What follows belongs to an exercise in optimizing a design on an open flow for small area; a production flow would make more cautious choices. Only simulation tests tie the RTL to the original design; equivalence was not proved. Power figures rest on the tool's default switching activity, not on a simulated workload.

<file path="run.sh">
#!/bin/bash
# synth_recipe.tcl (not shown) runs the flow's synth.tcl, then flattens the netlist and writes it again
# the make line also repeats each setting of config.mk as NAME=value (left out here)
make -C /OpenROAD-flow-scripts/flow DESIGN_CONFIG=/design/flow/config.mk WORK_HOME=/design/flow/orfs CLKGATE_MAP_FILE= SYNTH_SCRIPT=/design/flow/synth_recipe.tcl finish
</file>
<file path="config.mk">
export PLATFORM = sky130hd
export DESIGN_NAME = relaymux
export DESIGN_NICKNAME = relaymux
export VERILOG_FILES = /design/flow/design.v
export SDC_FILE = /design/flow/constraint.sdc
export NUM_CORES = 4
export LEC_CHECK = 0
export CAP_MARGIN = 20
export CORE_MARGIN = 2
export CORE_UTILIZATION = 40
export PLACE_DENSITY = 0.6
export SLEW_MARGIN = 20
</file>
<file path="constraint.sdc">
create_clock -name core_clock -period 10.0 [get_ports {clk}]
set_input_delay 2.0000 -clock core_clock [delete_from_list [all_inputs] [get_ports {clk}]]
set_output_delay 2.0000 -clock core_clock [all_outputs]
set_load 0.01 [all_outputs]
</file>
<file path="design.v">
module relaymux_debouncer (
    input  logic       clk,
    input  logic       rst,
    input  logic       tick,
    input  logic [1:0] btn_raw,
    input  logic       take,
    output logic       quiet,
    output logic [1:0] acc
);
    localparam logic [6:0] L_START = 7'h47;    
    localparam logic [6:0] L_END   = 7'h7F;
    logic [6:0] left;
    assign quiet = (acc != 2'b00) && (left == L_END);
    always_ff @(posedge clk) begin
        if (rst)
            acc <= 2'b00;
        else
            acc <= ((take && quiet) ? 2'b00 : acc) | (tick ? btn_raw : 2'b00);
    end
    always_ff @(posedge clk) begin
        if (tick) begin
            if (btn_raw != 2'b00) left <= L_START;
            else if (left != L_END) left <= {left[5:0], left[6] ^ left[5]};
        end
    end
endmodule
module relaymux_relay_bank (
    input  logic       clk,
    input  logic       rst,
    input  logic       wr,
    input  logic [7:0] wdata,
    output logic [7:0] relay
);
    always_ff @(posedge clk) begin
        if (rst)     relay <= 8'h00;
        else if (wr) relay <= wdata;
    end
endmodule
module relaymux_ctrl (
    input  logic        clk,
    input  logic        rst,
    input  logic        cmd_valid,
    input  logic [31:0] cmd_data,
    input  logic        cmd_last,
    input  logic        cmd_err,
    output logic        cmd_ready,
    input  logic        rsp_ready,
    output logic        rsp_valid,
    output logic [31:0] rsp_data,
    output logic        rsp_last,
    output logic [1:0]  man_evt,
    output logic        man_evt_stb,
    input  logic        quiet,
    input  logic [1:0]  acc,
    output logic        take,
    input  logic        tick,
    input  logic [7:0]  relay,
    output logic        seq,
    output logic        rb_wr,
    output logic [7:0]  rb_val
);
    localparam logic [1:0] PH_HDR  = 2'd0;
    localparam logic [1:0] PH_OPEN = 2'd1;    
    localparam logic [1:0] PH_AT   = 2'd2;    
    localparam logic [1:0] PH_BODY = 2'd3;
    localparam logic [5:0] SETTLE = 6'd9;     
    localparam logic [135:0] IDENT = "relaymux v7 #00A7";
    function automatic logic [7:0] cycle_next(input logic [7:0] r);
        cycle_next = 8'h00;
        if (r == 8'h00) cycle_next = 8'h01;
        else for (int i = 0; i < 7; i++) if (r[i]) cycle_next = 8'h01 << (i + 1);
        if (r[7]) cycle_next = 8'h00;
    endfunction
    function automatic logic [3:0] low_chan(input logic [7:0] m);
        low_chan = 4'd8;
        for (int i = 6; i >= 0; i--) if (m[i]) low_chan = 4'(i + 1);
    endfunction
    logic        args;       
    logic        rsp;        
    logic [3:0]  op;
    logic [2:0]  err;
    logic [7:0]  mask;       
    logic [31:0] q;          
    logic [5:0]  cnt;
    logic [1:0]  ph;
    logic [1:0]  mev;
    logic        mev_stb;
    logic idle;
    assign idle = !args && !rsp && !seq;
    assign take        = idle;
    assign cmd_ready   = (idle && !quiet) || args;
    assign rsp_valid   = rsp;
    assign man_evt     = mev;
    assign man_evt_stb = mev_stb;
    logic [3:0] dop;
    logic       illegal;
    logic       d_list, d_num;       
    logic       o_list, o_num;       
    assign dop     = cmd_data[3:0];
    assign illegal = (cmd_data[31:4] != 28'd0) || dop == 4'h0 || dop > 4'h9 || cmd_err;
    assign d_list  = dop == 4'h1 || dop == 4'h2 || dop == 4'h3;
    assign d_num   = dop == 4'h6 || dop == 4'h7;
    assign o_list  = op == 4'h1 || op == 4'h2 || op == 4'h3;
    assign o_num   = op == 4'h6 || op == 4'h7;
    logic [1:0]  e_kind;
    logic [7:0]  e_from, e_ch, e_lo;
    logic        malf, chan_bad, ord_bad, long_bad;
    logic [3:0]  lo, hi;
    logic [4:0]  diff;      
    logic [6:0]  qsum1;     
    logic [5:0]  qsum;      
    logic [7:0]  rmask;
    logic [2:0]  rot;
    logic [7:0]  r8;        
    logic [31:0] ge;        
    logic [2:0]  list_err, num_err, w_err, a_err;
    logic        list_ok, num_ok;
    always_comb begin
        e_kind   = cmd_data[31:30];
        e_from   = cmd_data[15:8];
        e_ch     = cmd_data[7:0];
        e_lo     = e_kind[0] ? e_from : e_ch;
        malf     = cmd_err || e_kind[1] || cmd_data[29:16] != 14'd0 ||
                   (!e_kind[0] && e_from != 8'd0);
        chan_bad = !(e_lo[7:4] == 4'd0 && (e_lo[3] ? e_lo[2:0] == 3'd0 : e_lo[2:0] != 3'd0)) ||
                   !(e_ch[7:4] == 4'd0 && (e_ch[3] ? e_ch[2:0] == 3'd0 : e_ch[2:0] != 3'd0));
        lo       = e_lo[3:0];
        hi       = e_ch[3:0];
        diff     = {1'b0, hi} - {1'b0, lo};
        ord_bad  = diff[4];
        qsum1    = {1'b0, cnt} + {4'd0, diff[2:0]};
        qsum     = qsum1[5:0] + 6'd1;
        long_bad = (op == 4'h3) && qsum1[5];
        for (int j = 0; j < 8; j++)
            rmask[j] = (lo <= 4'(j + 1)) && (4'(j + 1) <= hi);
        rot = lo[2:0] - 3'd1 - cnt[2:0];
        for (int i = 0; i < 8; i++) r8[i] = relay[3'(i + rot)];
        for (int p = 0; p < 32; p++) ge[p] = 5'(p) >= cnt[4:0];
        list_err = malf ? 3'd3 : chan_bad ? 3'd4 : ord_bad ? 3'd6 : long_bad ? 3'd7 : 3'd0;
        num_err  = ph[0] ? 3'd5 : cmd_err ? 3'd3 : 3'd0;
        w_err    = o_list ? list_err : o_num ? num_err : 3'd0;
        a_err    = (err != 3'd0) ? err : w_err;
        list_ok  = err == 3'd0 && o_list && list_err == 3'd0;
        num_ok   = err == 3'd0 && o_num && num_err == 3'd0;
    end
    logic [3:0] pc1;
    logic s1, c1, s2, c2, s3, c3, k0, s5, c5, k1;
    always_comb begin
        s1  = relay[0] ^ relay[1] ^ relay[2];
        c1  = (relay[0] & relay[1]) | (relay[2] & (relay[0] ^ relay[1]));
        s2  = relay[3] ^ relay[4] ^ relay[5];
        c2  = (relay[3] & relay[4]) | (relay[5] & (relay[3] ^ relay[4]));
        s3  = !(relay[6] ^ relay[7]);
        c3  = relay[6] | relay[7];
        k0  = (s1 & s2) | (s3 & (s1 ^ s2));
        s5  = c1 ^ c2 ^ c3;
        c5  = (c1 & c2) | (c3 & (c1 ^ c2));
        k1  = s5 & k0;
        pc1 = {c5 & k1, c5 ^ k1, s5 ^ k0, s1 ^ s2 ^ s3};
    end
    logic        n_args, n_rsp, n_seq, n_mev_stb;
    logic [3:0]  n_op;
    logic [2:0]  n_err;
    logic [7:0]  n_mask;
    logic [5:0]  n_cnt;
    logic [1:0]  n_ph, n_mev;
    logic        manual, hdr_acc, arg_acc, fin, r_acc;
    logic [3:0]  f_op;
    logic        k_str;
    always_comb begin
        n_args    = args;
        n_rsp     = rsp;
        n_seq     = seq;
        n_op      = op;
        n_err     = err;
        n_mask    = mask;
        n_cnt     = cnt;
        n_ph      = ph;
        n_mev     = mev;
        n_mev_stb = 1'b0;
        rb_wr     = 1'b0;
        rb_val    = 8'h00;
        manual  = idle && quiet;
        hdr_acc = idle && !quiet && cmd_valid;
        arg_acc = args && cmd_valid;
        fin     = (hdr_acc || arg_acc) && cmd_last;
        f_op    = hdr_acc ? dop : op;
        r_acc   = rsp && rsp_ready;
        k_str = err == 3'd0 && op == 4'h5;
        if (manual) begin
            rb_wr     = 1'b1;
            rb_val    = 8'h00;
            n_seq     = 1'b1;
            n_cnt     = SETTLE;
            n_ph      = {!acc[1], 1'b1};
            n_mask    = cycle_next(relay);
            n_mev     = acc;
            n_mev_stb = 1'b1;
        end
        if (hdr_acc) begin
            n_op    = dop;
            n_mask  = 8'h00;
            n_cnt   = 6'd0;
            n_ph[0] = 1'b0;
            n_args  = !cmd_last;
            n_err   = illegal ? 3'd1 : (cmd_last && (d_list || d_num)) ? 3'd2 : 3'd0;
        end
        if (arg_acc) begin
            n_ph[0] = 1'b1;
            n_err   = a_err;
            if (list_ok) begin
                n_mask = mask | rmask;
                if (op == 4'h3) n_cnt = qsum;
            end
            if (num_ok) n_mask = cmd_data[7:0];
            if (cmd_last) n_args = 1'b0;
        end
        if (fin) begin
            if (n_err != 3'd0) begin
                n_rsp = 1'b1;
                n_cnt = 6'd0;
                n_ph  = PH_HDR;
            end else begin
                case (f_op)
                    4'h1, 4'h2, 4'h4, 4'h6, 4'h7: begin
                        rb_wr = 1'b1;
                        n_seq = 1'b1;
                        n_cnt = SETTLE;
                        n_ph  = {f_op[2] & f_op[1], 1'b0};
                        case (f_op)
                            4'h1:    rb_val = relay & ~n_mask;
                            4'h2:    rb_val = relay | n_mask;
                            4'h4:    rb_val = 8'h00;
                            4'h6:    rb_val = relay & n_mask;
                            default: rb_val = relay | n_mask;
                        endcase
                    end
                    4'h3: begin n_rsp = 1'b1; n_ph = PH_HDR; end
                    4'h5: begin
                        n_rsp  = 1'b1;
                        n_ph   = PH_HDR;
                        n_mask = relay;
                        n_cnt  = {1'b0, pc1, relay == 8'h00};
                    end
                    4'h8:    begin n_rsp = 1'b1; n_ph = PH_HDR; n_cnt = 6'd1;  end
                    default: begin n_rsp = 1'b1; n_ph = PH_HDR; n_cnt = 6'd17; end
                endcase
            end
        end
        if (seq && tick) begin
            if (cnt != 6'd0) begin
                n_cnt = cnt - 6'd1;
            end else if (ph[1]) begin
                rb_wr   = 1'b1;
                rb_val  = mask;
                n_cnt   = SETTLE;
                n_ph[1] = 1'b0;
            end else begin
                n_seq = 1'b0;
                if (!ph[0]) begin
                    n_rsp = 1'b1;
                    n_ph  = PH_HDR;
                end
            end
        end
        if (r_acc) begin
            if (cnt == 6'd0) n_rsp = 1'b0;
            else             n_cnt = cnt - 6'd1;
            case (ph)
                PH_HDR:  n_ph = k_str ? PH_OPEN : PH_BODY;
                PH_OPEN: n_ph = PH_AT;
                default: n_ph = PH_BODY;
            endcase
            if (ph == PH_BODY && k_str && cnt[0])
                for (int i = 0; i < 8; i++)
                    n_mask[i] = mask[i] && ((mask & ((8'd1 << i) - 8'd1)) != 8'd0);
        end
    end
    logic q_sh;
    assign q_sh = r_acc && ph == PH_BODY;
    always_ff @(posedge clk) begin
        for (int p = 0; p < 32; p++) begin
            if (rsp) begin
                if (q_sh) q[p] <= (p == 31) ? 1'b0 : q[(p + 1) % 32];
            end else if (ge[p]) begin
                q[p] <= r8[p % 8];
            end
        end
    end
    logic [3:0] r_kind;
    logic [7:0] body;
    always_comb begin
        if (err != 3'd0) r_kind = 4'hF;
        else case (op)
            4'h3:    r_kind = 4'h1;
            4'h5:    r_kind = 4'h3;
            4'h8:    r_kind = 4'h2;
            4'h9:    r_kind = 4'h4;
            default: r_kind = 4'h0;
        endcase
        case (r_kind)
            4'h1:    body = {7'd0, q[0]};
            4'h2:    body = relay;
            4'h3:    body = (cnt == 6'd0) ? 8'h29 :
                            cnt[0] ? {4'h3, low_chan(mask)} : 8'h2C;
            default: body = IDENT[8 * cnt[4:0] +: 8];
        endcase
        if (!rsp)                 rsp_data = 32'h0;
        else if (ph == PH_HDR)    rsp_data = {r_kind, 4'h0, 5'd0, err, 10'd0, cnt};
        else if (ph == PH_OPEN)   rsp_data = 32'h28;
        else if (ph == PH_AT)     rsp_data = 32'h40;
        else                      rsp_data = {24'd0, body};
    end
    assign rsp_last = rsp && cnt == 6'd0;
    always_ff @(posedge clk) begin
        if (rst) begin
            args    <= 1'b0;
            rsp     <= 1'b0;
            seq     <= 1'b0;
            mev     <= 2'b00;
            mev_stb <= 1'b0;
        end else begin
            args    <= n_args;
            rsp     <= n_rsp;
            seq     <= n_seq;
            mev     <= n_mev;
            mev_stb <= n_mev_stb;
        end
    end
    always_ff @(posedge clk) begin
        op   <= n_op;
        err  <= n_err;
        mask <= n_mask;
        cnt  <= n_cnt;
        ph   <= n_ph;
    end
endmodule
module relaymux (
    input  logic        clk,
    input  logic        rst,
    input  logic        tick,
    input  logic [1:0]  btn_raw,
    input  logic        cmd_valid,
    input  logic [31:0] cmd_data,
    input  logic        cmd_last,
    input  logic        cmd_err,
    input  logic        rsp_ready,
    output logic [7:0]  relay_out,
    output logic        cmd_ready,
    output logic        rsp_valid,
    output logic [31:0] rsp_data,
    output logic        rsp_last,
    output logic        busy,
    output logic [1:0]  man_evt,
    output logic        man_evt_stb
);
    logic       quiet;
    logic [1:0] acc;
    logic       take;
    logic [7:0] relay;
    logic       seq;
    logic       rb_wr;
    logic [7:0] rb_val;
    logic        c_cmd_ready;
    logic        c_rsp_valid;
    logic [31:0] c_rsp_data;
    logic        c_rsp_last;
    logic [1:0]  c_man_evt;
    logic        c_man_evt_stb;
    relaymux_debouncer u_deb (
        .clk     (clk),
        .rst     (rst),
        .tick    (tick),
        .btn_raw (btn_raw),
        .take    (take),
        .quiet   (quiet),
        .acc     (acc)
    );
    relaymux_relay_bank u_bank (
        .clk   (clk),
        .rst   (rst),
        .wr    (rb_wr),
        .wdata (rb_val),
        .relay (relay)
    );
    relaymux_ctrl u_ctrl (
        .clk         (clk),
        .rst         (rst),
        .cmd_valid   (cmd_valid),
        .cmd_data    (cmd_data),
        .cmd_last    (cmd_last),
        .cmd_err     (cmd_err),
        .cmd_ready   (c_cmd_ready),
        .rsp_ready   (rsp_ready),
        .rsp_valid   (c_rsp_valid),
        .rsp_data    (c_rsp_data),
        .rsp_last    (c_rsp_last),
        .man_evt     (c_man_evt),
        .man_evt_stb (c_man_evt_stb),
        .quiet       (quiet),
        .acc         (acc),
        .take        (take),
        .tick        (tick),
        .relay       (relay),
        .seq         (seq),
        .rb_wr       (rb_wr),
        .rb_val      (rb_val)
    );
    assign relay_out   = rst ? 8'h00 : relay;
    assign cmd_ready   = rst ? 1'b0  : c_cmd_ready;
    assign rsp_valid   = rst ? 1'b0  : c_rsp_valid;
    assign rsp_data    = rst ? 32'h0 : c_rsp_data;
    assign rsp_last    = rst ? 1'b0  : c_rsp_last;
    assign busy        = rst ? 1'b0  : seq;
    assign man_evt     = rst ? 2'b00 : c_man_evt;
    assign man_evt_stb = rst ? 1'b0  : c_man_evt_stb;
endmodule
</file>
==> results of run 1 <==
[worst max-delay path: stages]
cell	delay, ps
clkdlybuf4s50_1	680
inv_1	180
o21ai_0	410
ha_1	230
inv_1	50
fa_1	400
xor2_1	330
ha_1	340
a21oi_1	230
a2111oi_0	170
a21oi_1	530
o21ai_0	190
o221a_2	310
or4b_1	740
and3_1	280
a211o_1	230
[logic make-up after synthesis]
group	count (synthesis)
AOI/OAI and AO/OA	277
xor gates and xnor gates	17
adders and majority gates	33
buffers and inverters	114
DFF	78
muxes	31
other	1
and+or+nand+nor	336
[power by group through the flow]
stage	Sequential, W	Combinational [W]	Clock, W
final	0.000461	0.000490	0.000334
after global routing	0.000466	0.000539	0.000349
after CTS	0.000459	0.000481	0.000338
after detailed placement	0.000465	0.000479	0
after global placement	0.000465	0.000479	0
after floorplan	0.000415	0.000391	0
[path summary, 6_finish.rpt]
path	endpoint	slack, ps	cells after the start
setup / recovery	u_bank.relay[5]$_SDFFE_PP0P_	2930	16
hold / removal	u_ctrl.mev[0]$_SDFFE_PP0P_	450	2
setup reg to reg	u_bank.relay[5]$_SDFFE_PP0P_	5860	9
hold reg to reg	u_ctrl.mev[0]$_SDFFE_PP0P_	450	2
[state kept, by name, indices dropped and copies added, names as in the netlist, 2 cells and up]
register      cells
u_ctrl.op         4
u_ctrl.ph         2
u_ctrl.mask       8
u_deb.acc         2
u_ctrl.q         32
u_deb.left        7
u_bank.relay      8
u_ctrl.cnt        6
u_ctrl.mev        2
u_ctrl.err        3
[cell usage after synthesis (5+ instances only)]
cell type	n
a32oi_1	7
a31oi_1	19
or3_1	13
o21ai_0	60
nor4_1	14
and3_1	15
buf_4	17
a21oi_1	64
fa_1	7
a22oi_1	10
mux2i_1	14
mux4_2	9
inv_1	33
o211ai_1	11
clkbuf_1	50
edfxtp_1	39
nor3b_1	5
nand2b_1	11
nor2_1	78
xor2_1	5
nand2_1	75
nand3b_1	5
nand4_1	10
xnor2_1	12
nor2b_1	14
dfxtp_1	39
ha_1	26
nor3_1	25
or2_2	7
a21o_1	47
or4_1	7
and2_1	11
nand3_1	28
mux2_2	6
[metal layers]
layer	up-vias	share of wire (%)
met5	-	0
met4	0	2.2
met3	41	8.4
met2	335	45
met1	3438	44
li1	3312	-
[area by class of cell]
cell class | instances | area (um2) | share of cell area [%]
Clock buffer | 9 | 225 | 2.77
Clock inverter | 7 | 61.3 | 0.753
Inverter | 36 | 135 | 1.66
Multi-Input combinational cell | 711 | 4720 | 58.0
Sequential cell | 78 | 1950 | 24.0
Tap cell | 225 | 282 | 3.46
Timing Repair Buffer | 79 | 766 | 9.41
[metrics by stage]
stage	power, W	hold slack [ps]	worst slack (ps)	util [%]	instances
after global routing	0.00135	487	2650	46.9	1145
after global placement	0.000944	444	2880	45.1	1128
after CTS	0.00128	459	3050	46.8	1144
after floorplan	0.000806	427	3960	-	903
after detailed placement	0.000944	448	2690	45.1	1128
final	0.00129	454	2930	46.9	1145
==> out/metrics.csv, run 1 <==
metric,value,unit
ir_drop,0.0000903,V
final.setup.tns,0,ps
crit_start,cmd_data[0],
post_cts_resized,0,
cts_made_buffers,9,
num_vias,7126,
worstReg2RegStart,u_ctrl.cnt[2]$_DFF_P_,
clock_sinks,78,
yosys.area.top_type,edfxtp_1,
place_congestion,0.958,
top_usage_layer,met2,
clockRootBuffer,clkbuf_16,
wl,24100,um
first_global_vias,6518,
syn_area,0.00712,mm2
powerDensity,158,mW/mm2
critPathKind,in2reg,
ys_seq_area_share,27.4,%
synthSimpleGateAreaFrac,24.5,%
met1_usage,36.8,%
power.switching,0.000523,W
muxShareOfSynthArea,6.19,%
holdCritStartpoint,u_ctrl.mev[0]$_SDFFE_PP0P_,
slew_viol_final,0,
pwr-share-comb,38.2,%
async_reset_ff_share,0,%
yosys-top-cells-area,"edfxtp_1, dfxtp_1, a21o_1",
io_pins,88,
rows,48,
cap_violations,0,
final-setup-viol-count,0,
place_area,0.00783,mm2
wl_per_cell,21.1,um
ant_nets,0,
io_buffer_count,70,
dp_hpwl,17900,um
fp.dieH,137,um
viasPerCell,6.22,
grt_use_met2,40.6,%
cts_buffer_depth,2,
synth.distinct_cells,87,
worstPathMaxFanout,10,
crit_required,10240,ps
track_usage,26.0,%
die_w,137,um
synthXorXnorAreaFrac,2.09,%
grt_pass1_wl,37500,um
outcome,"complete, no violations",
final_common_cell,nor2_1,
p_leak,3.28,nW
cts_tree,done,
internal-power,0.000763,W
hold_class,reg2reg,
synthAdderAreaFrac,6.54,%
synthFlopType,edfxtp_1,
area_growth,14.4,%
period_needed,7070,ps
syn_inst,887,
start_util,41.0,%
drt_iter0_drc,829,
grt_max_degree,63,
pwr-share-seq,35.9,%
crit_arrival,7310,ps
end_kind,flip-flop,
fillers,1742,
postCtsSetupRepairBufs,0,
clkPwrFrac,26.0,%
n_antenna_cell,0,
switching_share,40.7,%
hold_viol_final,0,
drive_gt1_share,7.72,%
grt_setup_unrepaired,no,
start_kind,input port,
grtUsageMet3,4.49,%
postCtsHoldBufs,0,
drc_errors,0,
path_clk_slew,60,ps
max_freq,141,MHz
synth_edf_count,39,
die-area,0.0189,mm2
finalClockSkew,9.48,ps
synth_top_family_by_area,compound AO/OA/AOI/OAI gates,
cts_max_level,3,
ys.warnings.count,3,
max-slew-margin-rel,21.3,%
globalRouteOverflowTotal,0,
synth_compound_area_share,25.8,%
synth_top_area_share,16.5,%
timing.final.crit_share,70.7,%
final_cell_mix,"nor2_1, nand2_1, clkdlybuf4s50_1, a21oi_1, o21ai_0",
synth-seq-cells,78,
antenna_found_initial,0,
worst_pin_slew,1170,ps
nets,989,
syn_area_per_cell,8.02,um2
fin_area,0.00814,mm2
clock_latency,360,ps
first_pass_iters,7,
core_area,0.0174,mm2
==> run 2, diff against run 1 <==
==> flow/run.sh (new file) <==
#!/bin/bash
# The standard synthesis, then the standard layout with the ports
# buffered by the smallest buffer. ORFS writes each step's log under
# orfs/logs; the make output of each part goes to its own log here.
set -euo pipefail
bash standard.sh synth > synth.log 2>&1
BUFFER_PORTS_ARGS="-buffer_cell sky130_fd_sc_hd__buf_1" bash standard.sh finish > layout.log 2>&1
==> standard.sh (new file) <==
#!/bin/bash
# synth_recipe.tcl (not shown) runs the flow's synth.tcl, then flattens the netlist and writes it again
# the make line also repeats each setting of config.mk as NAME=value (left out here)
make -C /OpenROAD-flow-scripts/flow DESIGN_CONFIG=/design/flow/config.mk WORK_HOME=/design/flow/orfs CLKGATE_MAP_FILE= SYNTH_SCRIPT=/design/flow/synth_recipe.tcl "${@:-finish}"
removed: run.sh
==> out/metrics.csv, run 2 <==
metric,value,unit,change
ys_top_cells_by_count,"nor2_1, nand2_1, a21oi_1, o21ai_0, clkbuf_1",,
postCtsHoldBufs,0,,unchanged
synth_edf_count,39,,unchanged
clock_latency,360,ps,about the same
drc_errors,0,,unchanged
final.setup.tns,0,ps,unchanged
worst_pin_slew,1130,ps,-40.7 ps
r2r-end,u_bank.relay[5]$_SDFFE_PP0P_,,
wl_per_cell,20.9,um,-0.91%
crit_required,10250,ps,about the same
io_pins,88,,unchanged
ys.warnings.count,3,,unchanged
period_needed,6720,ps,-351 ps
yosys-top-cells-area,"edfxtp_1, dfxtp_1, a21o_1",,
path_clk_slew,70,ps,about the same
synth.most_common_cell,nor2_1,,
ff_latch_area,0.00195,mm2,unchanged
cts_made_buffers,9,,unchanged
n_antenna_cell,0,,unchanged
r2r_slack,5870,ps,about the same
area_growth,8.32,%,
drt_iter0_drc,964,,+16%
multiInputGateArea,0.00471,mm2,about the same
top_register,u_ctrl.q,,
endpoint,u_bank.relay[5]$_SDFFE_PP0P_,,
grt_max_degree,64,,+1.6%
cts_tree,done,,
synth_top_area_share,16.5,%,unchanged
fin_ws,3280,ps,+351 ps
cts_buffer_depth,2,,unchanged
die_w,137,um,unchanged
outcome,"complete, no violations",,
worstPathMaxFanout,10,,unchanged
grt_pass1_wl,37100,um,-1.0%
max-slew-margin-rel,23.7,%,+2.4 points
ant_nets,0,,unchanged
final_cell_mix,"nor2_1, nand2_1, buf_1, a21oi_1, o21ai_0",,
post_cts_resized,0,,unchanged
ir_drop,0.000105,V,+17%
critPathKind,in2reg,,
hold_viol_final,0,,unchanged
start_kind,input port,,
crit_arrival,6970,ps,-340 ps
powerDensity,165,mW/mm2,+4.3%
ys_seq_area_share,27.4,%,unchanged
ff2ff_path_depth,9,,unchanged
io_buffer_count,70,,unchanged
grt_setup_unrepaired,no,,
syn_inst,887,,unchanged
rows,48,,unchanged
num_vias,7121,,-0.070%
synth.distinct_cells,87,,unchanged
wl,23900,um,-0.91%
largest_reg_flops,32,,unchanged
crit_start,cmd_data[0],,
fp.dieH,137,um,unchanged
fillers,1780,,+2.2%
postCtsSetupRepairBufs,0,,unchanged
worstReg2RegStart,u_ctrl.cnt[2]$_DFF_P_,,
cts_max_level,3,,unchanged
pre_cts_slack,3030,ps,+345 ps
clock_sinks,78,,unchanged
finalClockSkew,9.91,ps,+0.434 ps
place_congestion,0.960,,+0.20%
viasPerCell,6.22,,about the same
clockRootBuffer,clkbuf_16,,
start_util,41.0,%,unchanged
final_common_cell,nor2_1,,
syn_area,0.00712,mm2,unchanged
max_freq,149,MHz,+5.2%
globalRouteOverflowTotal,0,,unchanged
nets,989,,unchanged
core_area,0.0174,mm2,unchanged
synth-seq-cells,78,,unchanged
end_kind,flip-flop,,
hold_depth,2,,unchanged
cap_violations,0,,unchanged
yosys.area.top_type,edfxtp_1,,
drive_gt1_share,7.61,%,-0.11 points
timing.final.crit_share,67.2,%,-3.5 points
antenna_found_initial,0,,unchanged
track_usage,25.7,%,-0.27 points
dp_hpwl,17900,um,-0.17%
slew_viol_final,0,,unchanged
synthFlopType,edfxtp_1,,
first_pass_iters,6,,-1
final-setup-viol-count,0,,unchanged
async_reset_ff_share,0,%,unchanged
syn_area_per_cell,8.02,um2,unchanged
biggestRegsByFlops,"u_ctrl.q (32), u_bank.relay (8), u_ctrl.mask (8)",,
hold_class,reg2reg,,
p_leak,3.11,nW,-5.2%
die-area,0.0189,mm2,unchanged
first_global_vias,6540,,+0.34%
==> run 2: final cells by class <==
type	instances	share of cell area [%]
Tap cell	225	3.65
Sequential cell	78	25.3
Clock buffer	9	2.92
Multi-Input combinational cell	711	61.2
Clock inverter	7	0.877
Inverter	36	1.75
Timing Repair Buffer	79	4.29
==> run 2: worst min path at each step <==
| stage | from | end | slack, ps |
|---|---|---|---|
| floorplan | u_ctrl.mev[1]$_SDFFE_PP0P_ | u_ctrl.mev[1]$_SDFFE_PP0P_ | 430 |
| global placement | u_ctrl.mev[1]$_SDFFE_PP0P_ | u_ctrl.mev[1]$_SDFFE_PP0P_ | 440 |
| detailed placement | u_ctrl.mev[0]$_SDFFE_PP0P_ | u_ctrl.mev[0]$_SDFFE_PP0P_ | 450 |
| CTS | u_ctrl.mev[0]$_SDFFE_PP0P_ | u_ctrl.mev[0]$_SDFFE_PP0P_ | 460 |
| global route | u_ctrl.mev[0]$_SDFFE_PP0P_ | u_ctrl.mev[0]$_SDFFE_PP0P_ | 490 |
| finish | u_ctrl.mev[0]$_SDFFE_PP0P_ | u_ctrl.mev[0]$_SDFFE_PP0P_ | 460 |
==> run 2: report_power, final <==
group / switching [W] / leakage [nW] / internal (W) / total, W
clock: 0.000161 / 0.139 / 0.000174 / 0.000334
sequential: 0.0000682 / 0.741 / 0.000392 / 0.000460
combinational: 0.000292 / 2.23 / 0.000182 / 0.000475
total: 0.000521 / 3.11 / 0.000748 / 0.00127
==> run 2: layer usage <==
metal  up-vias  track usage (%)  share of wire [%]
met5         -                0                  0
met2       347             39.6                 45
met3        51             5.22                8.5
met1      3423             35.7                 44
met4         0             9.34                3.1
li1       3300                -                  -
==> run 2: logic make-up after synthesis <==
logic type	after synthesis	synth area share [%]
fa+ha+maj	33	6.54
mux	31	6.19
flops	78	27.4
xor+xnor	17	2.09
compound gates	277	25.8
buf+inv	114	7.40
other cells	1	0.0527
simple gates	336	24.5
==> run 2: through the flow <==
step | instances | hold WS [ps] | power (W) | util [%] | area, um2
after floorplan | 903 | 427 | 0.000806 | - | 7180
after global placement | 1129 | 442 | 0.000931 | 42.6 | 7400
after detailed placement | 1129 | 445 | 0.000931 | 42.6 | 7400
after CTS | 1145 | 456 | 0.00126 | 44.3 | 7690
after global routing | 1145 | 491 | 0.00134 | 44.4 | 7710
final | 1145 | 459 | 0.00127 | 44.4 | 7710
==> run 2: critical path: stages <==
cell and delay [ps]:
buf_1 330, inv_1 200, o21ai_0 420, ha_1 230, inv_1 50, fa_1 400
xor2_1 320, ha_1 340, a21oi_1 240, a2111oi_0 170, a21oi_1 540, o21ai_0 190
o221a_2 310, or4b_1 740, and3_1 280, a211o_1 210
==> run 3, diff against run 2 <==
==> flow/run.sh (replaced) <==
#!/bin/bash
# The standard synthesis, then the standard layout with the ports
# buffered by the smallest buffer and non-critical gates sized down after
# global routing. ORFS writes each step's log under orfs/logs; the make
# output of each part goes to its own log here.
set -euo pipefail
bash standard.sh synth > synth.log 2>&1
export BUFFER_PORTS_ARGS="-buffer_cell sky130_fd_sc_hd__buf_1"
export RECOVER_POWER=100
bash standard.sh finish > layout.log 2>&1
--- a/config.mk
+++ b/config.mk
@@ -9,4 +9,5 @@
 export CORE_MARGIN = 2
 export CORE_UTILIZATION = 40
+export CTS_BUF_LIST = sky130_fd_sc_hd__clkbuf_8
 export PLACE_DENSITY = 0.6
 export SLEW_MARGIN = 20
==> out/metrics.csv, run 3 <==
metric,value,unit,change
worstReg2RegStart,u_ctrl.cnt[2]$_DFF_P_,,
hold_viol_final,0,,unchanged
die-area,0.0189,mm2,unchanged
syn_area_per_cell,8.02,um2,unchanged
multiInputGateArea,0.00468,mm2,-0.69%
internal-power,0.000667,W,-11%
power.switching,0.000511,W,-1.9%
ys.warnings.count,3,,unchanged
crit_arrival,7450,ps,+480 ps
dp_cells,1129,,unchanged
async_reset_ff_share,0,%,unchanged
nets,989,,unchanged
crit_required,10300,ps,+50 ps
biggestRegsByFlops,"u_ctrl.q (32), u_bank.relay (8), u_ctrl.mask (8)",,
pwr-share-seq,39.1,%,+2.8 points
antenna_found_initial,0,,unchanged
holdCritStartpoint,u_ctrl.mev[0]$_SDFFE_PP0P_,,
cts_max_level,3,,unchanged
largest_reg_flops,32,,unchanged
ir_drop,0.0000765,V,-27%
grt_max_degree,64,,unchanged
core_area,0.0174,mm2,unchanged
cap_violations,0,,unchanged
wl_per_cell,20.8,um,-0.17%
track_usage,25.7,%,-0.086 points
postCtsHoldBufs,0,,unchanged
ff_latch_area,0.00195,mm2,unchanged
powerDensity,156,mW/mm2,-5.4%
first_global_vias,6543,,+0.046%
wl,23900,um,-0.17%
clkPwrFrac,20.8,%,-5.5 points
ant_nets,0,,unchanged
synth.most_common_cell,nor2_1,,
pwr-share-comb,40.1,%,+2.7 points
switching_share,43.4,%,+2.3 points
finalClockSkew,15.2,ps,+5.33 ps
final_common_cell,nor2_1,,
timing.final.crit_share,71.5,%,+4.3 points
max_stage_delay,750,ps,about the same
hold_class,reg2reg,,
top_register,u_ctrl.q,,
yosys-top-cells-area,"edfxtp_1, dfxtp_1, a21o_1",,
drt_iter0_drc,950,,-1.5%
ys_top_cells_by_count,"nor2_1, nand2_1, a21oi_1, o21ai_0, clkbuf_1",,
postCtsSetupRepairBufs,0,,unchanged
slew_viol_final,0,,unchanged
cts_tree,done,,
ys_seq_area_share,27.4,%,unchanged
first_pass_iters,6,,unchanged
drive_gt1_share,6.63,%,-0.98 points
synth_edf_count,39,,unchanged
area_growth,6.22,%,
max-slew-margin-rel,14.0,%,-9.7 points
syn_inst,887,,unchanged
path_clk_slew,90,ps,+20 ps
max_freq,140,MHz,-6.0%
io_buffer_count,70,,unchanged
synth-seq-cells,78,,unchanged
period_needed,7150,ps,+427 ps
start_util,41.0,%,unchanged
yosys.area.top_type,edfxtp_1,,
final_cell_mix,"nor2_1, nand2_1, buf_1, a21oi_1, o21ai_0",,
p_leak,3.04,nW,-2.3%
layout.cells.non_filler,1145,,unchanged
fp.dieH,137,um,unchanged
cts_buffer_depth,2,,unchanged
power,0.00118,W,-7.2%
post_cts_resized,0,,unchanged
num_vias,7118,,-0.042%
dp_hpwl,17900,um,unchanged
fillers,1799,,+1.1%
worstPathCellList,clkbuf_1 -> inv_1 -> o21ai_0 -> ha_1 -> inv_1 -> fa_1 -> xor2_1 -> ha_1 -> a21oi_1 -> a2111oi_0 -> a21oi_1 -> o21ai_0 -> o221a_2 -> nor3_1 -> clkbuf_1 -> nand4_1 -> o211ai_1,,
synthFlopType,edfxtp_1,,
outcome,"complete, no violations",,
clock_latency,390,ps,+30 ps
worstPathMaxFanout,24,,+14
place_congestion,0.960,,unchanged
n_antenna_cell,0,,unchanged
clock_sinks,78,,unchanged
viasPerCell,6.22,,about the same
synth_top_area_share,16.5,%,unchanged
grt_pass1_wl,37100,um,about the same
synth.distinct_cells,87,,unchanged
cp_slowest_cell,clkbuf_1,,
drc_errors,0,,unchanged
crit_start,cmd_data[0],,
critPathKind,in2reg,,
end_kind,flip-flop,,
cts_made_buffers,9,,unchanged
final.setup.tns,0,ps,unchanged
die_w,137,um,unchanged
syn_area,0.00712,mm2,unchanged
io_pins,88,,unchanged
rows,48,,unchanged
grt_setup_unrepaired,no,,
final-setup-viol-count,0,,unchanged
clockRootBuffer,clkbuf_8,,
globalRouteOverflowTotal,0,,unchanged
start_kind,input port,,
worst_pin_slew,1290,ps,+161 ps
run 3: cell counts after synthesis:
No cell type changed its count.
run 3: critical path, delay by kind of cell:
family	cells	cell delay (ps)
adder cells (fa/ha/maj)	3	960
AND/OR/NAND/NOR	2	670
XOR/XNOR	1	320
AO/OA/AOI/OAI	7	2180
buffers and inverters	4	1320
run 3: stage by stage:
stage               area (um2)  utilization (%)  setup slack, ps  hold WS (ps)
floorplan                 7180                -             3960           427
detailed placement        7400             42.6             3030           445
CTS                       7590             43.8             3450           459
global route              7560             43.5             2450           494
global placement          7400             42.6             3220           442
finish                    7560             43.5             2850           462
run 3: per-layer routing:
layer  up-vias  wire [um]  track usage [%]
li1       3304          -                -
met5         -          0                0
met4         0        844             8.65
met3        71       2050             4.97
met1      3390      10500             36.0
met2       353      10500             39.4
run 3: worst paths after layout:
check / to / cells past startpoint / slack (ps)
worst max-delay path: u_bank.relay[4]$_SDFFE_PP0P_ / 17 / 2850
worst min-delay path: u_ctrl.mev[0]$_SDFFE_PP0P_ / 2 / 460
worst max register to register: u_bank.relay[4]$_SDFFE_PP0P_ / 10 / 5380
worst min register to register: u_ctrl.mev[0]$_SDFFE_PP0P_ / 2 / 460
run 3: cell type report:
type / count / share of cell area (%)
tap: 225 / 3.72
sequential: 78 / 25.8
inverter: 36 / 1.79
clock inverter: 7 / 0.894
clock buffer: 9 / 1.64
multi-input combinational: 711 / 61.9
timing repair buffer: 79 / 4.17
run 3: cell families after synthesis:
kind of cell	share of synthesized area, %
muxes	6.19
AOI/OAI and AO/OA	25.8
DFF	27.4
xor gates and xnor gates	2.09
buffers and inverters	7.40
adders and majority gates	6.54
other	0.0527
and+or+nand+nor	24.5
run 3: power groups by stage:
stage	clock network [W]	registers (W)	logic, W
3_5_place_dp	0	0.000466	0.000465
6_report	0.000245	0.000460	0.000473
4_1_cts	0.000248	0.000459	0.000468
5_1_grt	0.000259	0.000468	0.000520
3_3_place_gp	0	0.000465	0.000466
2_1_floorplan	0	0.000415	0.000391
==> run 4, diff against run 3 <==
==> flow/run.sh (replaced) <==
#!/bin/bash
# The standard synthesis, then the standard layout with: the ports
# buffered by the smallest buffer, one tie cell per constant kept as
# synthesis made it, and non-critical gates sized down after global
# routing. ORFS writes each step's log under orfs/logs; the make output of
# each part goes to its own log here.
set -euo pipefail
bash standard.sh synth > synth.log 2>&1
export BUFFER_PORTS_ARGS="-buffer_cell sky130_fd_sc_hd__buf_1"
export SKIP_REPAIR_TIE_FANOUT=1
export RECOVER_POWER=100
bash standard.sh finish > layout.log 2>&1
--- a/config.mk
+++ b/config.mk
@@ -10,4 +10,6 @@
 export CORE_UTILIZATION = 40
 export CTS_BUF_LIST = sky130_fd_sc_hd__clkbuf_8
+export CTS_CLUSTER_DIAMETER = 200
+export CTS_CLUSTER_SIZE = 40
 export PLACE_DENSITY = 0.6
 export SLEW_MARGIN = 20
==> out/metrics.csv, run 4 <==
metric,value,unit,change
critPathKind,in2reg,,
postCtsSetupRepairBufs,0,,unchanged
die_w,137,um,unchanged
ys.warnings.count,3,,unchanged
end_kind,flip-flop,,
die-area,0.0189,mm2,unchanged
dp_cells,1117,,-1.1%
final_common_cell,nor2_1,,
n_antenna_cell,0,,unchanged
ant_nets,0,,unchanged
syn_area_per_cell,8.02,um2,unchanged
period_needed,7170,ps,+23.9 ps
synth.most_common_cell,nor2_1,,
grt_setup_unrepaired,no,,
fillers,1771,,-1.6%
multiInputGateArea,0.00463,mm2,-1.2%
yosys-top-cells-area,"edfxtp_1, dfxtp_1, a21o_1",,
start_util,41.0,%,unchanged
io_pins,88,,unchanged
clockRootBuffer,clkbuf_8,,
area_growth,6.03,%,
first_pass_iters,6,,unchanged
worstPathMaxFanout,24,,unchanged
max_freq,139,MHz,-0.33%
clkPwrFrac,22.3,%,+1.5 points
internal-power,0.000693,W,+3.9%
pwr-share-comb,40.0,%,about the same
wl,23800,um,-0.35%
synth-seq-cells,78,,unchanged
start_kind,input port,,
slew_viol_final,0,,unchanged
timing.final.crit_share,71.7,%,+0.24 points
yosys.area.top_type,edfxtp_1,,
cp_slowest_cell,clkbuf_1,,
viasPerCell,6.25,,+0.49%
final.setup.tns,0,ps,unchanged
power.switching,0.000508,W,-0.66%
worstPathCellList,clkbuf_1 -> inv_1 -> o21ai_0 -> ha_1 -> inv_1 -> fa_1 -> xor2_1 -> ha_1 -> a21oi_1 -> a2111oi_0 -> a21oi_1 -> o21ai_0 -> o221a_2 -> nor3_1 -> clkbuf_1 -> nand4_1 -> o211ai_1,,
layout.cells.non_filler,1133,,-1.0%
biggestRegsByFlops,"u_ctrl.q (32), u_bank.relay (8), u_ctrl.mask (8)",,
drive_gt1_share,7.38,%,+0.75 points
ys_top_cells_by_count,"nor2_1, nand2_1, a21oi_1, o21ai_0, clkbuf_1",,
cts_buffer_depth,2,,unchanged
rows,48,,unchanged
pwr-share-seq,37.7,%,-1.4 points
p_leak,3.03,nW,-0.40%
cap_violations,0,,unchanged
final_cell_mix,"nor2_1, nand2_1, buf_1, a21oi_1, o21ai_0",,
max_stage_delay,800,ps,+50 ps
async_reset_ff_share,0,%,unchanged
crit_buf_inv,4,,unchanged
cts_made_buffers,9,,unchanged
outcome,"complete, no violations",,
switching_share,42.3,%,-1.1 points
worst_pin_slew,1300,ps,+9.88 ps
hold_viol_final,0,,unchanged
syn_area,0.00712,mm2,unchanged
path_clk_slew,90,ps,about the same
cts_max_level,3,,unchanged
globalRouteOverflowTotal,0,,unchanged
clock_sinks,78,,unchanged
drc_errors,0,,unchanged
fp.dieH,137,um,unchanged
track_usage,25.9,%,+0.27 points
final-setup-viol-count,0,,unchanged
syn_inst,887,,unchanged
finalClockSkew,17.8,ps,+2.57 ps
path_delay_family,compound AO/OA/AOI/OAI gates,,
grt_max_degree,64,,unchanged
ir_drop,0.0000777,V,+1.6%
place_congestion,0.951,,-0.94%
wl_per_cell,21.0,um,+0.70%
dp_hpwl,17900,um,-0.36%
largest_reg_flops,32,,unchanged
synth_top_area_share,16.5,%,unchanged
nets,977,,-1.2%
synthFlopType,edfxtp_1,,
antenna_found_initial,0,,unchanged
synth_edf_count,39,,unchanged
io_buffer_count,70,,unchanged
crit_required,10300,ps,about the same
first_global_vias,6575,,+0.49%
ys_seq_area_share,27.4,%,unchanged
synth.distinct_cells,87,,unchanged
core_area,0.0174,mm2,unchanged
num_vias,7078,,-0.56%
crit_arrival,7470,ps,+20 ps
powerDensity,159,mW/mm2,+2.1%
ff_latch_area,0.00195,mm2,unchanged
max-slew-margin-rel,13.4,%,-0.66 points
clock_latency,390,ps,about the same
hold_class,reg2reg,,
grt_pass1_wl,37200,um,+0.43%
post_cts_resized,0,,unchanged
cts_tree,done,,
postCtsHoldBufs,0,,unchanged
top_register,u_ctrl.q,,
drt_iter0_drc,849,,-11%
-- run 4: cells by family after synthesis --
kind of cell	Yosys count	share of synthesized area (%)
AND/OR/NAND/NOR	336	24.5
AO/OA/AOI/OAI	277	25.8
buffers and inverters	114	7.40
flip-flops	78	27.4
adder cells (fa/ha/maj)	33	6.54
multiplexers	31	6.19
XOR/XNOR	17	2.09
other	1	0.0527
-- run 4: path summary, 6_finish.rpt --
path,start,slack [ps],end,cells after the start
worst min register to register,u_ctrl.mev[1]$_SDFFE_PP0P_,460,u_ctrl.mev[1]$_SDFFE_PP0P_,2
worst max register to register,u_ctrl.cnt[2]$_DFF_P_,5410,u_bank.relay[3]$_SDFFE_PP0P_,10
worst max-delay path,cmd_data[0],2830,u_bank.relay[3]$_SDFFE_PP0P_,17
worst min-delay path,u_ctrl.mev[1]$_SDFFE_PP0P_,460,u_ctrl.mev[1]$_SDFFE_PP0P_,2
-- run 4: metal layers --
layer | routed length [um] | vias to the layer above | global-route usage [%]
met3 | 2080 | 55 | 5.63
met2 | 10500 | 351 | 39.9
met1 | 10500 | 3361 | 36.1
li1 | - | 3311 | -
met5 | 0 | - | 0
met4 | 659 | 0 | 8.30
-- run 4: power groups by stage --
| stage | combinational, W | clock, W | sequential (W) |
|---|---|---|---|
| after floorplan | 0.000391 | 0 | 0.000415 |
| after global placement | 0.000472 | 0 | 0.000458 |
| after detailed placement | 0.000474 | 0 | 0.000458 |
| after CTS | 0.000477 | 0.000272 | 0.000451 |
| after global routing | 0.000529 | 0.000282 | 0.000459 |
| final | 0.000481 | 0.000267 | 0.000453 |
-- run 4: worst reg2reg max path: stages, from the launching register on --
cell and delay, ps:
dfxtp_1 910, ha_1 400, a21oi_1 220, a2111oi_0 160
a21oi_1 510, o21ai_0 180, o221a_2 310, nor3_1 200
clkbuf_1 800, nand4_1 510, o211ai_1 300
-- run 4: per-stage QoR --
step	power, W	worst slack, ps	util, %	hold slack, ps	area [um2]
global route	0.00127	2120	43.5	498	7540
finish	0.00120	2830	43.5	456	7540
floorplan	0.000806	3960	-	427	7120
CTS	0.00120	3450	43.6	461	7570
global placement	0.000930	3260	42.4	441	7360
detailed placement	0.000933	3050	42.5	448	7370
-- run 4: final cells by class --
cell class / instances / area share, %
Clock buffer: 9 / 1.64
Clock inverter: 7 / 1.04
Inverter: 36 / 1.79
Multi-Input combinational cell: 695 / 61.3
Sequential cell: 78 / 25.9
Tap cell: 225 / 3.73
Timing Repair Buffer: 83 / 4.59
==> run 5, diff against run 4 <==
--- a/config.mk
+++ b/config.mk
@@ -9,7 +9,7 @@
 export CORE_MARGIN = 2
 export CORE_UTILIZATION = 40
-export CTS_BUF_LIST = sky130_fd_sc_hd__clkbuf_8
-export CTS_CLUSTER_DIAMETER = 200
-export CTS_CLUSTER_SIZE = 40
+export CTS_BUF_LIST = sky130_fd_sc_hd__clkbuf_16
+export CTS_CLUSTER_DIAMETER = 500
+export CTS_CLUSTER_SIZE = 80
 export PLACE_DENSITY = 0.6
 export SLEW_MARGIN = 20
==> out/metrics.csv, run 5 <==
metric,value,unit,change
globalRouteOverflowTotal,0,,unchanged
syn_area,0.00712,mm2,unchanged
ant_nets,0,,unchanged
postCtsHoldBufs,0,,unchanged
wl_per_cell,21.0,um,about the same
timing.final.crit_share,72.2,%,+0.48 points
cts_buffer_depth,2,,unchanged
p_leak,3.07,nW,+1.5%
grt_max_degree,64,,unchanged
nets,977,,unchanged
clock_sinks,78,,unchanged
cp_slowest_cell,clkbuf_1,,
final-setup-viol-count,0,,unchanged
first_pass_iters,6,,unchanged
cts_tree,done,,
async_reset_ff_share,0,%,unchanged
hold_class,reg2reg,,
fp.dieH,137,um,unchanged
crit_required,10260,ps,-40 ps
post_cts_resized,0,,unchanged
biggestRegsByFlops,"u_ctrl.q (32), u_bank.relay (8), u_ctrl.mask (8)",,
io_pins,88,,unchanged
cap_violations,0,,unchanged
end_kind,flip-flop,,
first_global_vias,6574,,-0.015%
n_antenna_cell,0,,unchanged
start_kind,input port,,
syn_area_per_cell,8.02,um2,unchanged
ir_drop,0.0000936,V,+21%
place_congestion,0.951,,unchanged
track_usage,25.9,%,about the same
worstPathMaxFanout,24,,unchanged
hold_viol_final,0,,unchanged
drc_errors,0,,unchanged
crit_buf_inv,4,,unchanged
rows,48,,unchanged
clockRootBuffer,clkbuf_16,,
slew_viol_final,0,,unchanged
area_growth,7.46,%,
synth.most_common_cell,nor2_1,,
grt_pass1_wl,37200,um,about the same
ys_top_cells_by_count,"nor2_1, nand2_1, a21oi_1, o21ai_0, clkbuf_1",,
yosys-top-cells-area,"edfxtp_1, dfxtp_1, a21o_1",,
synth_top_area_share,16.5,%,unchanged
period_needed,7220,ps,+48.1 ps
top_register,u_ctrl.q,,
clkPwrFrac,27.7,%,+5.4 points
max_freq,138,MHz,-0.67%
outcome,"complete, no violations",,
drt_iter0_drc,976,,+15%
finalClockSkew,14.2,ps,-3.58 ps
path_clk_slew,60,ps,-30 ps
antenna_found_initial,0,,unchanged
power.switching,0.000518,W,+2.0%
ys.warnings.count,3,,unchanged
final_common_cell,nor2_1,,
start_util,41.0,%,unchanged
die_w,137,um,unchanged
critPathKind,in2reg,,
path_delay_family,compound AO/OA/AOI/OAI gates,,
cts_max_level,3,,unchanged
power,0.00129,W,+7.4%
largest_reg_flops,32,,unchanged
pwr-share-seq,35.1,%,-2.6 points
syn_inst,887,,unchanged
max-slew-margin-rel,12.4,%,-1.0 points
final_cell_mix,"nor2_1, nand2_1, buf_1, a21oi_1, o21ai_0",,
num_vias,7038,,-0.57%
powerDensity,169,mW/mm2,+6.0%
synth.distinct_cells,87,,unchanged
viasPerCell,6.21,,-0.57%
yosys.area.top_type,edfxtp_1,,
max_stage_delay,810,ps,about the same
final.setup.tns,0,ps,unchanged
grt_setup_unrepaired,no,,
dp_hpwl,17900,um,unchanged
synth_edf_count,39,,unchanged
clock_latency,350,ps,-40 ps
switching_share,40.2,%,-2.1 points
cts_made_buffers,9,,unchanged
worstPathCellList,clkbuf_1 -> inv_1 -> o21ai_0 -> ha_1 -> inv_1 -> fa_1 -> xor2_1 -> ha_1 -> a21oi_1 -> a2111oi_0 -> a21oi_1 -> o21ai_0 -> o221a_2 -> nor3_1 -> clkbuf_1 -> nand4_1 -> o211ai_1,,
internal-power,0.000772,W,+11%
synthFlopType,edfxtp_1,,
crit_arrival,7480,ps,about the same
drive_gt1_share,7.38,%,unchanged
core_area,0.0174,mm2,unchanged
worst_pin_slew,1310,ps,+15.0 ps
ys_seq_area_share,27.4,%,unchanged
synth-seq-cells,78,,unchanged
die-area,0.0189,mm2,unchanged
postCtsSetupRepairBufs,0,,unchanged
io_buffer_count,70,,unchanged
pwr-share-comb,37.2,%,-2.8 points
wl,23800,um,about the same
run 5: cell counts after synthesis:
Identical to the previous run, type by type.
run 5: final cells by class:
cell class                 count  area [um2]
multi-input combinational    695        4630
clock inverter                 7        78.8
sequential                    78        1950
fill                        1756        9710
tap                          225         282
clock buffer                   9         225
timing repair buffer          83         347
inverter                      36         135
run 5: cells by family (layout without fill, tap and decap cells):
| group | Yosys count | count (layout) | synth area share [%] |
|---|---|---|---|
| muxes | 31 | 31 | 6.19 |
| adders and majority gates | 33 | 33 | 6.54 |
| DFF | 78 | 78 | 27.4 |
| and+or+nand+nor | 336 | 336 | 24.5 |
| other | 1 | 1 | 0.0527 |
| buffers and inverters | 114 | 135 | 7.40 |
| AOI/OAI and AO/OA | 277 | 277 | 25.8 |
| xor gates and xnor gates | 17 | 17 | 2.09 |
run 5: per-stage QoR:
| step | hold WS [ps] | cells | area [um2] | utilization, % | worst slack, ps |
|---|---|---|---|---|---|
| after floorplan | 427 | 887 | 7120 | - | 3960 |
| after CTS | 457 | 1133 | 7670 | 44.2 | 3410 |
| after global placement | 441 | 1116 | 7360 | 42.4 | 3260 |
| final | 454 | 1133 | 7650 | 44.1 | 2780 |
| after global routing | 494 | 1133 | 7650 | 44.1 | 2080 |
| after detailed placement | 448 | 1117 | 7370 | 42.5 | 3050 |
run 5: final timing paths:
check                             start                      endpoint  slack, ps  depth (start not counted)
min reg2reg  u_ctrl.mev[1]$_SDFFE_PP0P_    u_ctrl.mev[1]$_SDFFE_PP0P_        450                          2
min          u_ctrl.mev[1]$_SDFFE_PP0P_    u_ctrl.mev[1]$_SDFFE_PP0P_        450                          2
max                         cmd_data[0]  u_bank.relay[3]$_SDFFE_PP0P_       2780                         17
max reg2reg       u_ctrl.cnt[2]$_DFF_P_  u_bank.relay[3]$_SDFFE_PP0P_       5400                         10
run 5: power by group through the flow:
stage | logic [W] | registers, W | clock network (W)
after floorplan | 0.000391 | 0.000415 | 0
after global placement | 0.000472 | 0.000458 | 0
after detailed placement | 0.000474 | 0.000458 | 0
after CTS | 0.000476 | 0.000451 | 0.000359
after global routing | 0.000529 | 0.000459 | 0.000371
final | 0.000480 | 0.000453 | 0.000357
run 5: worst min-delay path: stages (launching register included):
cell     delay, ps
dfxtp_1        310
nand2_1         50
a21oi_1         50
run 5: metal layers:
metal / up-vias / track usage [%] / wire length (um)
met1: 3338 / 36.5 / 10400
li1: 3311 / - / -
met4: 0 / 8.19 / 641
met5: - / 0 / 0
met2: 341 / 39.9 / 10700
met3: 48 / 4.93 / 2060
==> run 6, diff against run 5 <==
==> flow/run.sh (replaced) <==
#!/bin/bash
# The standard synthesis, then the standard layout with: the ports
# buffered by the smallest buffer, one tie cell per constant kept as
# synthesis made it, a clock tree of clkbuf_8 without dummy loads, and
# non-critical gates sized down after global routing. ORFS writes each
# step's log under orfs/logs; the make output of each part goes to its own
# log here.
set -euo pipefail
bash standard.sh synth > synth.log 2>&1
export BUFFER_PORTS_ARGS="-buffer_cell sky130_fd_sc_hd__buf_1"
export SKIP_REPAIR_TIE_FANOUT=1
export RECOVER_POWER=100
export CTS_ARGS="-sink_clustering_enable -repair_clock_nets -buf_list sky130_fd_sc_hd__clkbuf_8 -dont_use_dummy_load"
bash standard.sh finish > layout.log 2>&1
--- a/config.mk
+++ b/config.mk
@@ -9,7 +9,4 @@
 export CORE_MARGIN = 2
 export CORE_UTILIZATION = 40
-export CTS_BUF_LIST = sky130_fd_sc_hd__clkbuf_16
-export CTS_CLUSTER_DIAMETER = 500
-export CTS_CLUSTER_SIZE = 80
 export PLACE_DENSITY = 0.6
 export SLEW_MARGIN = 20
==> out/metrics.csv, run 6 <==
metric,value,unit,change
area_growth,4.92,%,
fp.dieH,137,um,unchanged
synth_top_family_by_area,compound AO/OA/AOI/OAI gates,,
crit_required,10270,ps,about the same
worstReg2RegStart,u_ctrl.cnt[2]$_DFF_P_,,
largest_reg_flops,32,,unchanged
syn_inst,887,,unchanged
yosys-top-cells-area,"edfxtp_1, dfxtp_1, a21o_1",,
io_pins,88,,unchanged
nets,977,,unchanged
core_area,0.0174,mm2,unchanged
syn_area_per_cell,8.02,um2,unchanged
syn_area,0.00712,mm2,unchanged
fillers,1777,,+1.2%
power.switching,0.000481,W,-7.1%
ant_nets,0,,unchanged
critPathKind,in2reg,,
hold_viol_final,0,,unchanged
worstPathCellList,clkbuf_1 -> inv_1 -> o21ai_0 -> ha_1 -> inv_1 -> fa_1 -> xor2_1 -> ha_1 -> a21oi_1 -> a2111oi_0 -> a21oi_1 -> o21ai_0 -> o221a_2 -> nor3_1 -> clkbuf_1 -> nand4_1 -> o211ai_1,,
synthXorXnorAreaFrac,2.09,%,unchanged
finalClockSkew,36.9,ps,+22.7 ps
path_clk_slew,70,ps,about the same
postCtsSetupRepairBufs,0,,unchanged
slew_viol_final,0,,unchanged
final_core_util,43.0,%,-1.0 points
muxShareOfSynthArea,6.19,%,unchanged
ys.warnings.count,3,,unchanged
synthSimpleGateAreaFrac,24.5,%,unchanged
start_kind,input port,,
first_pass_iters,7,,+1
rows,48,,unchanged
pwr-share-seq,39.9,%,+4.8 points
fin_area,0.00747,mm2,-2.4%
biggestRegsByFlops,"u_ctrl.q (32), u_bank.relay (8), u_ctrl.mask (8)",,
p_leak,2.99,nW,-2.8%
synth-seq-cells,78,,unchanged
crit_start,cmd_data[0],,
grt_max_degree,64,,unchanged
synth_top_area_share,16.5,%,unchanged
ir_drop,0.0000797,V,-15%
outcome,"complete, no violations",,
final.setup.tns,0,ps,unchanged
n_antenna_cell,0,,unchanged
synthAdderAreaFrac,6.54,%,unchanged
globalRouteOverflowTotal,0,,unchanged
cts_buffer_depth,2,,unchanged
clock_sinks,78,,unchanged
crit_buf_inv,4,,unchanged
pre_cts_slack,3050,ps,unchanged
crit_arrival,7450,ps,-30 ps
dp_hpwl,17900,um,unchanged
post_cts_resized,0,,unchanged
num_vias,7025,,-0.18%
drt_iter0_drc,884,,-9.4%
cts_made_buffers,9,,unchanged
path_delay_family,compound AO/OA/AOI/OAI gates,,
synth.distinct_cells,87,,unchanged
switching_share,42.4,%,+2.2 points
synth_compound_area_share,25.8,%,unchanged
place_area,0.00737,mm2,unchanged
track_usage,25.9,%,about the same
top_register,u_ctrl.q,,
yosys.area.top_type,edfxtp_1,,
pwr-share-comb,42.4,%,+5.2 points
max_stage_delay,790,ps,-20 ps
ys_seq_area_share,27.4,%,unchanged
fin_ws,2820,ps,+45.9 ps
timing.final.crit_share,71.8,%,-0.46 points
hold_class,reg2reg,,
drc_errors,0,,unchanged
synth.most_common_cell,nor2_1,,
cap_violations,0,,unchanged
end_kind,flip-flop,,
clkPwrFrac,17.7,%,-10 points
antenna_found_initial,0,,unchanged
async_reset_ff_share,0,%,unchanged
start_util,41.0,%,unchanged
place_congestion,0.951,,unchanged
final_common_cell,nor2_1,,
period_needed,7180,ps,-45.9 ps
powerDensity,152,mW/mm2,-9.8%
grt_setup_unrepaired,no,,
r2r_slack,5450,ps,+50 ps
drive_gt1_share,6.66,%,-0.72 points
max-slew-margin-rel,13.6,%,+1.2 points
io_buffer_count,70,,unchanged
postCtsHoldBufs,0,,unchanged
synthFlopType,edfxtp_1,,
cts_tree,done,,
ff_latch_area,0.00195,mm2,unchanged
cts_max_level,3,,unchanged
multiInputGateArea,0.00463,mm2,unchanged
wl,23800,um,-0.24%
clockRootBuffer,clkbuf_8,,
endpoint,u_bank.relay[3]$_SDFFE_PP0P_,,
first_global_vias,6567,,-0.11%
final-setup-viol-count,0,,unchanged
grt_pass1_wl,37100,um,-0.30%
final_cell_mix,"nor2_1, nand2_1, buf_1, a21oi_1, o21ai_0",,
synth_edf_count,39,,unchanged
r2r-end,u_bank.relay[3]$_SDFFE_PP0P_,,
cp_slowest_cell,clkbuf_1,,
worst_pin_slew,1300,ps,-17.9 ps
die-area,0.0189,mm2,unchanged
die_w,137,um,unchanged
max_freq,139,MHz,+0.64%
worstPathMaxFanout,24,,unchanged
viasPerCell,6.24,,+0.44%
clock_latency,390,ps,+40 ps
ff2ff_path_depth,10,,unchanged
wl_per_cell,21.1,um,+0.39%
ys_top_cells_by_count,"nor2_1, nand2_1, a21oi_1, o21ai_0, clkbuf_1",,
internal-power,0.000655,W,-15%
cp.depth,17,,unchanged
[run 6: power groups by stage]
stage | clock (W) | sequential (W) | combinational [W]
finish | 0.000202 | 0.000453 | 0.000481
global route | 0.000215 | 0.000459 | 0.000528
CTS | 0.000205 | 0.000451 | 0.000477
global placement | 0 | 0.000458 | 0.000472
floorplan | 0 | 0.000415 | 0.000391
detailed placement | 0 | 0.000458 | 0.000474
[run 6: worst min path at each step]
stage	endpoint	slack [ps]	cells after the start	start
6_report	u_ctrl.mev[1]$_SDFFE_PP0P_	450	2	u_ctrl.mev[1]$_SDFFE_PP0P_
5_1_grt	u_ctrl.mev[0]$_SDFFE_PP0P_	490	2	u_ctrl.mev[0]$_SDFFE_PP0P_
4_1_cts	u_ctrl.mev[1]$_SDFFE_PP0P_	460	2	u_ctrl.mev[1]$_SDFFE_PP0P_
3_5_place_dp	u_ctrl.mev[1]$_SDFFE_PP0P_	450	2	u_ctrl.mev[1]$_SDFFE_PP0P_
3_3_place_gp	u_ctrl.mev[1]$_SDFFE_PP0P_	440	2	u_ctrl.mev[1]$_SDFFE_PP0P_
2_1_floorplan	u_ctrl.mev[1]$_SDFFE_PP0P_	430	2	u_ctrl.mev[1]$_SDFFE_PP0P_
[run 6: logic make-up (layout without fill, tap and decap cells)]
group	Yosys count	in the layout
AO/OA/AOI/OAI	277	277
XOR/XNOR	17	17
adder cells (fa/ha/maj)	33	33
buffers and inverters	114	128
flip-flops	78	78
multiplexers	31	31
other	1	1
AND/OR/NAND/NOR	336	336
[run 6: area by class of cell]
type | count | share of cell area (%)
clock buffers | 9 | 1.66
inverters | 36 | 1.81
multi-input cells | 695 | 62.0
flip-flops and latches | 78 | 26.2
well taps | 225 | 3.77
repair buffers | 83 | 4.64
[run 6: worst reg2reg max path, delay by kind of cell, from the launching register on]
| family | cells | cell delay [ps] |
|---|---|---|
| AO/OA/AOI/OAI | 6 | 1670 |
| AND/OR/NAND/NOR | 2 | 690 |
| flip-flops | 1 | 890 |
| adder cells (fa/ha/maj) | 1 | 400 |
| buffers and inverters | 1 | 790 |
[run 6: stage by stage]
step                cells  total power [W]  hold WS (ps)
floorplan             887         0.000806           427
global placement     1116         0.000930           441
detailed placement   1117         0.000933           448
CTS                  1126          0.00113           458
global route         1126          0.00120           495
finish               1126          0.00114           454
[run 6: layer usage]
metal | track usage, % | vias up | wire length, um
met5 | 0 | - | 0
met4 | 8.36 | 0 | 592
met3 | 5.08 | 42 | 1980
met2 | 39.8 | 343 | 10700
met1 | 36.4 | 3331 | 10500
li1 | - | 3309 | -

## port drivers added, routing unchanged
In the flow no input, the clock included, has a driving cell. The finished layouts below were timed again as built, in two steps. Step 1 sets driving cells, clkbuf_16 on the clock port and buf_2 on the other inputs (assumed; they add their load-dependent delay and slew). Step 2, shift: input delay + t, output delay - t, t = (earliest + latest rising clock arrival at the registers) / 2. This alone moves slack from input paths to output paths. a / b / c = ideal ports / drivers / drivers and shift; a / b = the first two.
run | shift t [ns] | setup slack, ns | worst data-port slew with drivers (ns) | cell pins on the clock port's net
run 1 | 0.393 | 2.925 / 2.941 / 2.549 | 0.04 | 1
run 2 | 0.396 | 3.277 / 3.290 / 2.894 | 0.03 | 1
run 3 | 0.416 | 2.849 / 2.860 / 2.443 | 0.03 | 1
run 4 | 0.420 | 2.825 / 2.839 / 2.419 | 0.03 | 1
run 5 | 0.390 | 2.777 / 2.798 / 2.408 | 0.03 | 1
run 6 | 0.408 | 2.823 / 2.839 / 2.431 | 0.03 | 1
After both steps setup and hold are still met in every run listed.
